Source: an optimization exercise on an open RTL-to-GDS flow (aim: small area). Production flows keep margins and buffers that such runs may drop. Function was checked by simulation only, so behaviour that the tests miss may differ from the original. Power figures rest on the tool's default switching activity, not on a simulated workload.

== build 9 ==
==> flow/design.v <==
module mansos_demod (
    input  wire        clk,
    input  wire        rst,           
    input  wire        start,         
    output wire        raw_re,        
    output wire [7:0]  raw_addr,
    input  wire [7:0]  raw_rdata,
    output wire        busy,
    output reg         done,          
    output wire [2:0]  result,
    output wire [1:0]  halt_state,
    output wire [3:0]  bit_len,
    output wire [6:0]  bit_count,
    output wire        over,          
    output wire [3:0]  nbytes,
    output wire [63:0] frame_out
);
    localparam [1:0] S_PRE = 2'd0, S_DELIM = 2'd1, S_DATA = 2'd2;
    localparam [2:0] R_VALID = 3'd1, R_EXHAUSTED = 3'd2, R_BAD_DELIM = 3'd3,
                     R_LENGTH = 3'd5, R_CHECKSUM = 3'd6;
    reg [10:0] F;         
    reg [9:0]  sr;        
    reg [3:0]  sc;        
    reg        ph;        
    reg [2:0]  k;         
    reg [2:0]  bm;        
    reg [1:0]  st;        
    reg        dsub;      
    reg [3:0]  L;         
    reg [2:0]  A;         
    reg [6:0]  bi;        
    reg [47:0] acc;       
    reg [15:0] C;         
    reg        mm;        
    reg [2:0]  res;       
    wire running = (res == 3'd0);
    wire isdata  = st[1];
    assign busy       = running;
    assign result     = res;
    assign halt_state = st;
    assign bit_len    = isdata ? L : 4'd8;
    assign bit_count  = bi;
    wire   validated  = res[2] | ~res[1];
    assign nbytes     = validated ? bi[6:3] : 4'd0;
    assign over       = validated & ~(bi[6] & bi[4]);
    genvar gb, gi;
    generate
        for (gb = 0; gb < 6; gb = gb + 1) begin : g_fb
            for (gi = 0; gi < 8; gi = gi + 1) begin : g_fi
                assign frame_out[8*gb + 7 - gi] = acc[8*gb + gi];
            end
        end
    endgenerate
    assign frame_out[63:48] = C;
    assign raw_re   = running & ~(F[10] & F[9]);
    assign raw_addr = F[10:3];
    wire   smp      = raw_rdata[F[2:0]];
    wire [2:0] pc = {2'd0, sr[4]} + {2'd0, sr[5]} + {2'd0, sr[6]}
                  + {2'd0, sr[7]} + {2'd0, sr[8]} + {2'd0, sr[9]};
    wire [3:0] pc8  = {1'b0, pc} + {3'd0, sr[2]} + {3'd0, sr[3]};
    wire       vote = (pc8 >= 4'd4);
    wire       v    = (A > pc);
    wire       ovr  = ((A == 3'd6) && (&sr[9:4])) || ((A == 3'd0) && !(|sr[9:4]));
    wire scanning = (k != 3'd0);
    wire eval     = running & ~ph & ~scanning & (sc == 4'd0);    
    wire seval    = running & ~ph & scanning;                    
    wire sdone    = seval & (k == 3'd1);                         
    wire locked = A[2];
    wire pol    = ~A[2] | A[0];
    wire e      = isdata ? (scanning ? A[0] : v) : pol;
    wire [2:0] m = {2'd0, sr[0] ^ e} + {2'd0, sr[1] ^ e}
                 + {2'd0, ~(sr[2] ^ e)} + {2'd0, ~(sr[3] ^ e)};
    wire       better = eval | (m < bm);              
    wire [3:0] rem    = isdata ? (L - 4'd2) : 4'd6;    
    wire [2:0] bm_n   = better ? m : bm;               
    wire [3:0] sc_n   = better ? rem : sc;
    wire       edge_ok = (bm_n <= 3'd1);
    wire [4:0] jsum  = {1'b0, L} + {1'b0, sc_n} - 5'd2;
    wire [3:0] l_new = 4'd6 + {1'b0, jsum[4:2]};
    wire [3:0] sc_fin = sc_n + {1'b0, jsum[4:2]} - 4'd2;    
    wire [7:0] nbyte = {acc[41], acc[42], acc[43], acc[44], acc[45], acc[46], acc[47], v};
    reg  [15:0] crc8;
    integer i;
    always @* begin
        crc8 = C ^ {8'd0, nbyte};
        for (i = 0; i < 8; i = i + 1)
            crc8 = crc8[0] ? ((crc8 >> 1) ^ 16'h8408) : (crc8 >> 1);
    end
    wire ctap = C[{bi[3], ~bi[2:0]}];
    wire start_ok = start & ~running;
    wire exh_pre   = (F > 11'd1536);                  
    wire exh_delim = (F > 11'd1534);                  
    wire [5:0] fl  = {2'd0, F[3:0]} + {1'b0, L, 1'b0};  
    wire exh_data  = (F[10:4] > 7'd95) | ((F[10:4] == 7'd95) & (fl > 6'd20));
    wire store = eval & isdata & dsub & ~ovr;         
    reg       fin;
    reg [2:0] code;
    always @* begin
        fin  = 1'b0;
        code = R_EXHAUSTED;
        if (eval) begin
            case (st)
            S_PRE:   fin = exh_pre;
            S_DELIM: fin = 1'b0;
            default: begin
                if (!dsub) begin
                    fin = exh_data;
                end else if (ovr) begin
                    fin  = 1'b1;
                    code = (bi[6:3] != 4'd8) ? R_LENGTH : (mm ? R_CHECKSUM : R_VALID);
                end else begin
                    fin  = (bi == 7'd79);
                    code = R_LENGTH;
                end
            end
            endcase
        end else if (sdone && !isdata) begin
            fin = exh_delim | (~edge_ok & locked);
            if (!exh_delim) code = R_BAD_DELIM;
        end
    end
    always @(posedge clk) begin
        done <= fin & ~rst;
        if (start_ok)
            res <= 3'd0;
        else if (fin)
            res <= code;
        if (rst)
            res[2] <= 1'b1;
    end
    always @(posedge clk) begin
        if (start_ok) begin
            bi <= 7'd0;
            C  <= 16'd0;
            mm <= 1'b0;
        end else if (store) begin
            bi <= bi + 7'd1;
            if (!bi[6] && !(bi[5] && bi[4])) begin
                acc <= {v, acc[47:1]};
                if (bi[2:0] == 3'd7)
                    C <= crc8;
            end else if (bi[6:4] == 3'b011) begin
                mm <= mm | (v ^ ctap);
            end
        end
    end
    always @(posedge clk) begin
        if (start_ok) begin
            F    <= 11'd0;
            sc   <= 4'd8;
            ph   <= 1'b0;
            k    <= 3'd0;
            st   <= S_PRE;
            dsub <= 1'b0;
        end else if (running) begin
            if (ph) begin
                ph <= 1'b0;
                sr <= {smp, sr[9:1]};
                F  <= F + 11'd1;
                if (sc != 4'd0)
                    sc <= sc - 4'd1;
            end else if (scanning && !fin) begin
                k  <= k - 3'd1;
                bm <= bm_n;
                sc <= sc_n;
                if (k != 3'd1) begin
                    ph <= 1'b1;
                end else if (isdata) begin
                    dsub <= 1'b0;
                end else if (edge_ok) begin
                    if (!locked) begin
                        A <= 3'b100;
                        L <= 4'd0;
                    end else if (A[1:0] != 2'd3) begin
                        A[1:0] <= A[1:0] + 2'd1;
                        L      <= jsum[3:0];
                    end else begin
                        L  <= l_new;
                        st <= S_DATA;
                        sc <= sc_fin;
                    end
                end else begin
                    k  <= 3'd1;
                    bm <= 3'd2;
                    ph <= 1'b1;
                end
            end else if (sc != 4'd0) begin
                ph <= 1'b1;
            end else if (!fin) begin
                case (st)
                S_PRE: begin
                    if (vote) begin
                        st <= S_DELIM;
                        A  <= 3'd0;
                        sc <= 4'd6;
                    end else begin
                        sc <= 4'd8;
                    end
                end
                S_DELIM: begin
                    bm <= bm_n;
                    sc <= sc_n;
                    k  <= 3'd4;
                    ph <= 1'b1;
                end
                default: begin
                    if (!dsub) begin
                        A    <= pc;
                        sc   <= L;
                        dsub <= 1'b1;
                    end else begin
                        A[0] <= v;
                        bm   <= bm_n;
                        sc   <= sc_n;
                        k    <= 3'd4;
                        ph   <= 1'b1;
                    end
                end
                endcase
            end else if (store) begin
            end
        end
    end
endmodule
clock: 18.0 ns
lec_check: 0
cap_margin: 20
core_margin: 2
core_utilization: 60
cts_buf_list: sky130_fd_sc_hd__clkbuf_8
cts_cluster_diameter: 150
cts_cluster_size: 30
slew_margin: 20
run.sh (not shown) runs the stock make flow with config.mk's settings and CLKGATE_MAP_FILE= SYNTH_SCRIPT=/design/flow/synth_recipe.tcl, a recipe that flattens the netlist after the stock synthesis.
Build 9 finished all stages; the layout is clean.
Inputs modified between build 9 and build 14:
- CTS_CLUSTER_DIAMETER no longer set, was 150
- CTS_CLUSTER_SIZE no longer set, was 30
- CORE_UTILIZATION now 40, was 60
- CTS_BUF_LIST no longer set, was sky130_fd_sc_hd__clkbuf_8
Results
Build 14 closes out successfully: all stages finished, all timing, DRC and antenna checks passed. Relative to build 9, power density over the cells has increased by about 6% in build 14. Signed area change from the synthesized netlist to the final layout: build 14 vs build 9 up 4.3 points. Critical path depth: build 9 vs build 14 identical. Where final non-filler cell area is concerned, build 9 is better than build 14. The final wirelength of build 14 was inferior to that of build 9. Build 9 -> build 14: met2 wire length increased by a few percent. [compare] base=build 9 new=build 14: final critical-path setup slack shows an increase of 0.084 ns, worst slack on hold paths went down 0.0044 ns.
Relative to build 14, the following input files were edited for build 66:
==> flow/flow/run.sh (new file) <==
#!/bin/bash
# The standard layout (standard.sh: standard synthesis, floorplan, place,
# CTS, route, finish), with one change: the port buffers that global
# placement inserts on every input and output use sky130_fd_sc_hd__buf_1
# instead of the cell buffer_ports picks by default.
set -euo pipefail
export BUFFER_PORTS_ARGS="-buffer_cell sky130_fd_sc_hd__buf_1"
bash standard.sh > standard.log 2>&1
==> flow/standard.sh (new file) <==
#!/bin/bash
# synth_recipe.tcl (not shown) runs the flow's synth.tcl, then flattens the netlist and writes it again
# the make line also repeats each setting of config.mk as NAME=value (left out here)
make -C /OpenROAD-flow-scripts/flow DESIGN_CONFIG=/design/flow/config.mk WORK_HOME=/design/flow/orfs CLKGATE_MAP_FILE= SYNTH_SCRIPT=/design/flow/synth_recipe.tcl "${@:-finish}"
removed: flow/run.sh
==> comparison <==
[compare] base=build 14 new=build 66: detailed-route wire length on metal 1 went down, fraction of final layout cells sized beyond drive strength 1 did not really move, reported clock group power went down. Total power of build 66 is lower than that of build 14. Of the two candidates, build 14 has the worse cell area and build 66 the better one. Re global-route wire length before repair: build 14 was higher than build 66. Build 66 vs. build 14: cell count closely matched the old numbers, clock skew shows no meaningful change. Going from build 14 to build 66, wire length shrinks by about 4%. The via count of the first global-routing pass was comparable across build 66 and build 14. Higher final worst slack among build 66 and build 14: build 66.

-- what the ideal ports hide --
How much do the figures lean on ideal ports? The routed layouts below were timed once more, with nothing changed but the port constraints.
Step 1, drivers: a clkbuf_16 drives clk and a buf_2 each remaining input, both assumed.
Step 2 adds t to the input delays and takes it off the output delays; t is the mean of the earliest and latest rising clock arrival at the registers after step 1. Input paths then give back, and output paths get back, about the clock's delay inside the block.
Three values: ideal, step 1, step 2; two values: the first two.
run	shift t [ns]	setup slack, ns	hold slack, ns	worst setup path at the end	cell pins on the clock port's net
build 9	0.474	8.928 / 8.928 / 8.928	0.451 / 0.451 / 0.451	register to register	1
build 14	0.455	9.012 / 9.012 / 9.012	0.447 / 0.447 / 0.447	register to register	1
build 66	0.460	9.119 / 9.119 / 9.119	0.448 / 0.448 / 0.448	register to register	1
After both steps setup and hold are still met in every run listed.
